Context: an optimization exercise on an open-source flow, tuned for small area, a short achievable clock period and few clock cycles. The choices shown serve that exercise and are no tape-out recipe.
Where RTL was checked, it was by simulation tests only, not by an equivalence proof against the original.
Power and IR drop assume default switching activity.

## P
==> flow/design.v <==
module lkg (
    input  wire        clk,
    input  wire        rst,           
    input  wire        cmd_valid,
    output wire        cmd_ready,
    input  wire [47:0] cmd_data,
    output wire        rsp_valid,
    input  wire        rsp_ready,
    output wire [1:0]  rsp_status,
    output wire [31:0] rsp_data
);
    localparam [16:0] TAPS_A_REF = 17'h04001;
    localparam [24:0] TAPS_B_REF = 25'h0001019;
    reg         busy;           
    reg         rv;             
    reg         iw;             
    reg         r_next, r_emita, r_emitb, r_rdc;
    reg         r_rda, r_rdb, r_rtapa, r_rtapb, r_rdst;
    reg  [1:0]  st_q;           
    reg  [16:0] reg_a;
    reg  [24:0] reg_b;
    reg         cy;
    reg  [16:0] taps_a;
    reg  [24:0] taps_b;
    reg         rst_t;          
    reg         av, bv, cv;
    reg  [1:0]  na;             
    reg  [2:0]  nb;             
    wire [7:0]  op = cmd_data[47:40];
    wire [39:0] o  = cmd_data[39:0];
    wire g_hi  = ~|o[39:25];
    wire g_24  = ~o[24];
    wire g_mid = ~|o[23:17];
    wire g_16  = ~o[16];
    wire g_lo  = ~|o[15:1];
    wire g_0   = ~o[0];
    wire z25 = g_hi;
    wire z24 = g_hi & g_24;
    wire z17 = g_hi & g_24 & g_mid;
    wire z16 = g_hi & g_24 & g_mid & g_16;
    wire z1  = g_hi & g_24 & g_mid & g_16 & g_lo;
    wire z40 = g_hi & g_24 & g_mid & g_16 & g_lo & g_0;
    wire h0 = (op[7:4] == 4'h0);
    wire h1 = (op[7:4] == 4'h1);
    wire h2 = (op[7:4] == 4'h2);
    wire h3 = (op[7:4] == 4'h3);
    wire l0 = (op[3:0] == 4'h0);
    wire l1 = (op[3:0] == 4'h1);
    wire l2 = (op[3:0] == 4'h2);
    wire l3 = (op[3:0] == 4'h3);
    wire l4 = (op[3:0] == 4'h4);
    wire l5 = (op[3:0] == 4'h5);
    wire lf = (op[3:0] == 4'hF);
    wire is_init  = h0 & l1;
    wire is_next  = h0 & l2;
    wire is_setc  = h0 & l3;
    wire is_rdc   = h0 & l4;
    wire is_seeda = h1 & l0;
    wire is_lda   = h1 & l1;
    wire is_rda   = h1 & l2;
    wire is_emita = h1 & l3;
    wire is_wtapa = h1 & l4;
    wire is_rtapa = h1 & l5;
    wire is_seedb = h2 & l0;
    wire is_ldb   = h2 & l1;
    wire is_rdb   = h2 & l2;
    wire is_emitb = h2 & l3;
    wire is_wtapb = h2 & l4;
    wire is_rtapb = h2 & l5;
    wire is_rdst  = h3 & lf;
    wire accept = cmd_valid & ~busy;
    wire ok_init  = is_init;
    wire ok_next  = is_next  & z40 & av & bv & cv;
    wire ok_setc  = is_setc  & z1;
    wire ok_rdc   = is_rdc   & z40 & cv;
    wire ok_seeda = is_seeda & z16;
    wire ok_lda   = is_lda   & z17;
    wire ok_rda   = is_rda   & z40 & av;
    wire ok_emita = is_emita & z40 & av;
    wire ok_wtapa = is_wtapa & z17;
    wire ok_rtapa = is_rtapa & z40;
    wire ok_seedb = is_seedb & z24;
    wire ok_ldb   = is_ldb   & z25;
    wire ok_rdb   = is_rdb   & z40 & bv;
    wire ok_emitb = is_emitb & z40 & bv;
    wire ok_wtapb = is_wtapb & z25;
    wire ok_rtapb = is_rtapb & z40;
    wire ok_rdst  = is_rdst  & z40;
    wire legal = is_init
               | ((is_next | is_rdc | is_rda | is_emita | is_rtapa | is_rdb | is_emitb
                   | is_rtapb | is_rdst) & z40)
               | (is_setc & z1)
               | (is_seeda & z16)
               | ((is_lda | is_wtapa) & z17)
               | (is_seedb & z24)
               | ((is_ldb | is_wtapb) & z25);
    wire uninit = ((is_next & ~(av & bv & cv)) | (is_rdc & ~cv)
                   | ((is_rda | is_emita) & ~av) | ((is_rdb | is_emitb) & ~bv)) & z40;
    function [7:0] rev8(input [7:0] v);
        integer i;
        for (i = 0; i < 8; i = i + 1) rev8[i] = v[7-i];
    endfunction
    wire [16:0] seed_a_init = {rev8(o[39:32]), 1'b1, rev8(o[31:24])};
    wire [16:0] seed_a_cmd  = {rev8(o[15:8]),  1'b1, rev8(o[7:0])};
    wire [23:0] seed_b_bits = {rev8(o[23:16]), rev8(o[15:8]), rev8(o[7:0])};
    wire [24:0] seed_b      = {seed_b_bits[23:21], 1'b1, seed_b_bits[20:0]};
    function [16:0] step4a(input [16:0] s, input [16:0] t);
        integer i;
        reg [16:0] x;
        begin
            x = s;
            for (i = 0; i < 4; i = i + 1) x = {^(x & t), x[16:1]};
            step4a = x;
        end
    endfunction
    function [24:0] step4b(input [24:0] s, input [24:0] t);
        integer i;
        reg [24:0] x;
        begin
            x = s;
            for (i = 0; i < 4; i = i + 1) x = {^(x & t), x[24:1]};
            step4b = x;
        end
    endfunction
    wire run    = ~(rv & ~rsp_ready);
    wire taken  = rv & rsp_ready;
    wire blk_a  = accept & (is_init | is_seeda | is_lda);
    wire blk_b  = accept & (is_init | is_seedb | is_ldb);
    wire step_a = run & (na != 2'd0) & ~blk_a;
    wire step_b = run & (nb != 3'd0) & ~blk_b;
    wire ld_a_init = accept & ok_init;
    wire ld_a_seed = accept & ok_seeda;
    wire ld_a_lda  = accept & ok_lda;
    wire ld_a      = ld_a_init | ld_a_seed | ld_a_lda;
    wire ld_b_seed = accept & (ok_init | ok_seedb);
    wire ld_b_ldb  = accept & ok_ldb;
    wire ld_b      = ld_b_seed | ld_b_ldb;
    wire [16:0] a_d = ({17{ld_a_init}} & seed_a_init)
                    | ({17{ld_a_seed}} & seed_a_cmd)
                    | ({17{ld_a_lda}}  & o[16:0])
                    | ({17{step_a}}    & step4a(reg_a, taps_a));
    wire [24:0] b_d = ({25{ld_b_seed}} & seed_b)
                    | ({25{ld_b_ldb}}  & o[24:0])
                    | ({25{step_b}}    & step4b(reg_b, taps_b));
    wire [7:0] xa     = rev8(reg_a[7:0]);
    wire [7:0] yb     = rev8(reg_b[7:0]);
    wire [8:0] sum_xy = {1'b0, xa} + {1'b0, yb};
    wire [4:0] sum_lo  = {1'b0, xa[3:0]} + {1'b0, yb[3:0]} + {4'd0, cy};
    wire [3:0] sum_hi0 = xa[7:4] + yb[7:4];
    wire [3:0] sum_hi1 = xa[7:4] + yb[7:4] + 4'd1;
    wire [7:0] sum_o   = {sum_lo[4] ? sum_hi1 : sum_hi0, sum_lo[3:0]};
    assign cmd_ready  = ~busy & ~rst;
    assign rsp_valid  = rv & ~rst;
    assign rsp_status = st_q;
    wire [24:0] rd = ({25{r_next}}  & {17'd0, sum_o})
                   | ({25{r_emita}} & {17'd0, xa})
                   | ({25{r_emitb}} & {17'd0, yb})
                   | ({25{r_rdc}}   & {24'd0, cy})
                   | ({25{r_rda}}   & {8'd0, reg_a})
                   | ({25{r_rdb}}   & reg_b)
                   | ({25{r_rtapa}} & {8'd0, taps_a})
                   | ({25{r_rtapb}} & taps_b)
                   | ({25{r_rdst}}  & {22'd0, cv, bv, av});
    assign rsp_data = {7'd0, rd};
    always @(posedge clk) begin
        if (rst) begin
            busy   <= 1'b0;
            rv     <= 1'b0;
            iw     <= 1'b0;
            av     <= 1'b0;
            bv     <= 1'b0;
            cv     <= 1'b0;
            na     <= 2'd0;
            nb     <= 3'd0;
        end else begin
            if (accept) begin
                busy <= 1'b1;
                st_q <= ~legal ? 2'd1 : uninit ? 2'd2 : 2'd0;
                if (is_init)
                    iw <= 1'b1;
                else
                    rv <= 1'b1;
                r_next  <= ok_next;
                r_emita <= ok_emita;
                r_emitb <= ok_emitb;
                r_rdc   <= ok_rdc;
                r_rda   <= ok_rda;
                r_rdb   <= ok_rdb;
                r_rtapa <= ok_rtapa;
                r_rtapb <= ok_rtapb;
                r_rdst  <= ok_rdst;
            end
            if (iw & ~nb[2]) begin
                iw <= 1'b0;
                rv <= 1'b1;
            end
            if (taken) begin
                rv   <= 1'b0;
                busy <= 1'b0;
            end
            if (ld_a | step_a)
                reg_a <= a_d;
            if (ld_a_init | (accept & (ok_next | ok_emita)))
                na <= 2'd2;
            else if (ld_a)
                na <= 2'd0;
            else if (step_a)
                na <= na - 2'd1;
            if (ld_b | step_b)
                reg_b <= b_d;
            if (accept & ok_init)
                nb <= 3'd4;
            else if (accept & (ok_next | ok_emitb))
                nb <= 3'd2;
            else if (ld_b)
                nb <= 3'd0;
            else if (step_b)
                nb <= nb - 3'd1;
            if (accept & (ok_init | ok_setc))
                cy <= ok_setc & o[0];
            else if (taken & r_next)
                cy <= sum_xy[8];
            if (ld_a) av <= 1'b1;
            if (ld_b) bv <= 1'b1;
            if (accept & (ok_init | ok_setc)) cv <= 1'b1;
        end
    end
    wire wr_a = ~rst & accept & ok_wtapa;
    wire wr_b = ~rst & accept & ok_wtapb;
    always @(posedge clk) begin
        rst_t <= rst;
        if (rst_t & ~wr_a)
            taps_a <= TAPS_A_REF;
        else if (wr_a)
            taps_a <= o[16:0];
        if (rst_t & ~wr_b)
            taps_b <= TAPS_B_REF;
        else if (wr_b)
            taps_b <= o[24:0];
    end
endmodule
==> flow/config.mk <==
export PLATFORM = sky130hd
export DESIGN_NAME = lkg
export DESIGN_NICKNAME = lkg
export VERILOG_FILES = /design/flow/design.v
export SDC_FILE = /design/flow/constraint.sdc
export NUM_CORES = 4
export LEC_CHECK = 0
export CAP_MARGIN = 0
export CORE_MARGIN = 2
export CORE_UTILIZATION = 40
export SETUP_SLACK_MARGIN = 5
export SLEW_MARGIN = 0
==> flow/constraint.sdc <==
create_clock -name core_clock -period 10.0 [get_ports {clk}]
set_input_delay 2.0000 -clock core_clock [delete_from_list [all_inputs] [get_ports {clk}]]
set_output_delay 2.0000 -clock core_clock [all_outputs]
set_load 0.01 [all_outputs]
standard.sh (not shown) runs the stock make flow with config.mk's settings and CLKGATE_MAP_FILE= SYNTH_SCRIPT=/design/flow/synth_recipe.tcl, a recipe that flattens the netlist after the stock synthesis.
==> flow/flow/run.sh <==
#!/bin/bash
set -euo pipefail
here=$(pwd)
rm -rf "$here/scripts"
cp -r "$FLOW_HOME/scripts" "$here/scripts"
cp "$here/flow/abc_area.script" "$here/scripts/abc_speed.script"
bash standard.sh \
    "SCRIPTS_DIR=$here/scripts" \
    "BUFFER_PORTS_ARGS=-buffer_cell sky130_fd_sc_hd__buf_1" \
    SETUP_SLACK_MARGIN=5.5 \
    finish > standard.log 2>&1
==> flow/flow/abc_area.script <==
strash
balance; rewrite; refactor; balance; rewrite; rewrite -z; balance; refactor -z; rewrite -z; balance
balance -l; resub -K 6 -l; rewrite -l; resub -K 6 -N 2 -l; refactor -l; resub -K 8 -l; balance -l; resub -K 8 -N 2 -l; rewrite -l; resub -K 10 -l; rewrite -z -l; resub -K 10 -N 2 -l; balance -l; resub -K 12 -l; refactor -z -l; resub -K 12 -N 2 -l; rewrite -z -l; balance -l
&get -n
&st
&dch -f
&nf -a -R 1000
&put
topo
stime -c
### P -> Q
--- a/flow/design.v
+++ b/flow/design.v
@@ -10,16 +10,27 @@
     output wire [31:0] rsp_data
 );
     localparam [16:0] TAPS_A_REF = 17'h04001;
     localparam [24:0] TAPS_B_REF = 25'h0001019;
     reg         busy;           
     reg         rv;             
-    reg         iw;             
-    reg         r_next, r_emita, r_emitb, r_rdc;
-    reg         r_rda, r_rdb, r_rtapa, r_rtapb, r_rdst;
-    reg  [1:0]  st_q;           
+    wire        iw = busy & ~rv;    
+    localparam [3:0] K_OK    = 4'd0,  K_ILL   = 4'd1,  K_UNI   = 4'd2,
+                     K_NEXT  = 4'd3,  K_EMITA = 4'd4,  K_EMITB = 4'd5,
+                     K_RDC   = 4'd6,  K_RDA   = 4'd7,  K_RDB   = 4'd8,
+                     K_RTAPA = 4'd9,  K_RTAPB = 4'd10, K_RDST  = 4'd11;
+    reg  [3:0]  rk;
+    wire r_next  = (rk == K_NEXT);
+    wire r_emita = (rk == K_EMITA);
+    wire r_emitb = (rk == K_EMITB);
+    wire r_rdc   = (rk == K_RDC);
+    wire r_rda   = (rk == K_RDA);
+    wire r_rdb   = (rk == K_RDB);
+    wire r_rtapa = (rk == K_RTAPA);
+    wire r_rtapb = (rk == K_RTAPB);
+    wire r_rdst  = (rk == K_RDST);
     reg  [16:0] reg_a;
     reg  [24:0] reg_b;
     reg         cy;
     reg  [16:0] taps_a;
     reg  [24:0] taps_b;
     reg         rst_t;          
@@ -148,13 +159,13 @@
     wire [4:0] sum_lo  = {1'b0, xa[3:0]} + {1'b0, yb[3:0]} + {4'd0, cy};
     wire [3:0] sum_hi0 = xa[7:4] + yb[7:4];
     wire [3:0] sum_hi1 = xa[7:4] + yb[7:4] + 4'd1;
     wire [7:0] sum_o   = {sum_lo[4] ? sum_hi1 : sum_hi0, sum_lo[3:0]};
     assign cmd_ready  = ~busy & ~rst;
     assign rsp_valid  = rv & ~rst;
-    assign rsp_status = st_q;
+    assign rsp_status = {rk == K_UNI, rk == K_ILL};
     wire [24:0] rd = ({25{r_next}}  & {17'd0, sum_o})
                    | ({25{r_emita}} & {17'd0, xa})
                    | ({25{r_emitb}} & {17'd0, yb})
                    | ({25{r_rdc}}   & {24'd0, cy})
                    | ({25{r_rda}}   & {8'd0, reg_a})
                    | ({25{r_rdb}}   & reg_b)
@@ -163,40 +174,29 @@
                    | ({25{r_rdst}}  & {22'd0, cv, bv, av});
     assign rsp_data = {7'd0, rd};
     always @(posedge clk) begin
         if (rst) begin
             busy   <= 1'b0;
             rv     <= 1'b0;
-            iw     <= 1'b0;
             av     <= 1'b0;
             bv     <= 1'b0;
             cv     <= 1'b0;
             na     <= 2'd0;
             nb     <= 3'd0;
         end else begin
             if (accept) begin
                 busy <= 1'b1;
-                st_q <= ~legal ? 2'd1 : uninit ? 2'd2 : 2'd0;
-                if (is_init)
-                    iw <= 1'b1;
-                else
+                if (!is_init)
                     rv <= 1'b1;
-                r_next  <= ok_next;
-                r_emita <= ok_emita;
-                r_emitb <= ok_emitb;
-                r_rdc   <= ok_rdc;
-                r_rda   <= ok_rda;
-                r_rdb   <= ok_rdb;
-                r_rtapa <= ok_rtapa;
-                r_rtapb <= ok_rtapb;
-                r_rdst  <= ok_rdst;
+                rk <= ~legal   ? K_ILL   : uninit   ? K_UNI   :
+                      is_next  ? K_NEXT  : is_emita ? K_EMITA : is_emitb ? K_EMITB :
+                      is_rdc   ? K_RDC   : is_rda   ? K_RDA   : is_rdb   ? K_RDB   :
+                      is_rtapa ? K_RTAPA : is_rtapb ? K_RTAPB : is_rdst  ? K_RDST  : K_OK;
             end
-            if (iw & ~nb[2]) begin
-                iw <= 1'b0;
+            if (iw & ~nb[2])
                 rv <= 1'b1;
-            end
             if (taken) begin
                 rv   <= 1'b0;
                 busy <= 1'b0;
             end
             if (ld_a | step_a)
                 reg_a <= a_d;
==> run summary <==
- Compare P and Q | met2 track demand over resource higher: Q
- Going from P to Q, total chip power shrank by more than 10%.
- [compare] base=P new=Q: number of buffers outside the clock class in the layout shows a reduction of 5; time the final worst path needs with I/O delays and setup rose 35 ps; final cell count moved up.
- Re worst path buffer plus inverter count: no difference whatsoever between P and Q.
- Relative to P, Q degrades peak supply drop.
- Per the comparison of Q with P, die area has decreased; biggest cell delay along the critical path saw an increase.
- Q ends up with lower sequential cell count than P does.
- Relative to P, switching power summed over all nets has gone down in Q.
- Q — post-synthesis area per instance about 5% lower, P as reference
- Q: logic depth of the worst setup path including buffers 7 above P
- Sort P and Q by proportion of cell area occupied by multi-input gates, descending, and Q comes first.
Testbench counts of Q, summed over its fixed seeds: cycles 22,836.
Only the layout flow was run in P; the RTL was not checked for function there.

## what the ideal ports hide
The flow's constraints put no driver on any port. The routed layouts listed below were extracted and timed again, unchanged, in two steps.
Step 1, drivers: a clkbuf_16 drives clk and a buf_2 each remaining input, both assumed.
Step 2 adds t to the input delays and takes it off the output delays; t is the mean of the earliest and latest rising clock arrival at the registers after step 1. Input paths then give back, and output paths get back, about the clock's delay inside the block.
a / b / c = ideal ports / drivers / drivers and shift; a / b = the first two.
| run | t (ns) | slack for setup (ns) | worst hold slack (ns) | cell pins on the clock port's net |
|---|---|---|---|---|
| P | 0.401 | 5.534 / 5.515 / 5.215 | 0.487 / 0.487 / 0.487 | 1 |
| Q | 0.393 | 5.499 / 5.460 / 5.282 | 0.534 / 0.534 / 0.534 | 1 |
After both steps every run listed still meets setup and hold. The setup slack of P, which loses most, moves by -0.019 ns with the drivers and by -0.319 ns with both steps.
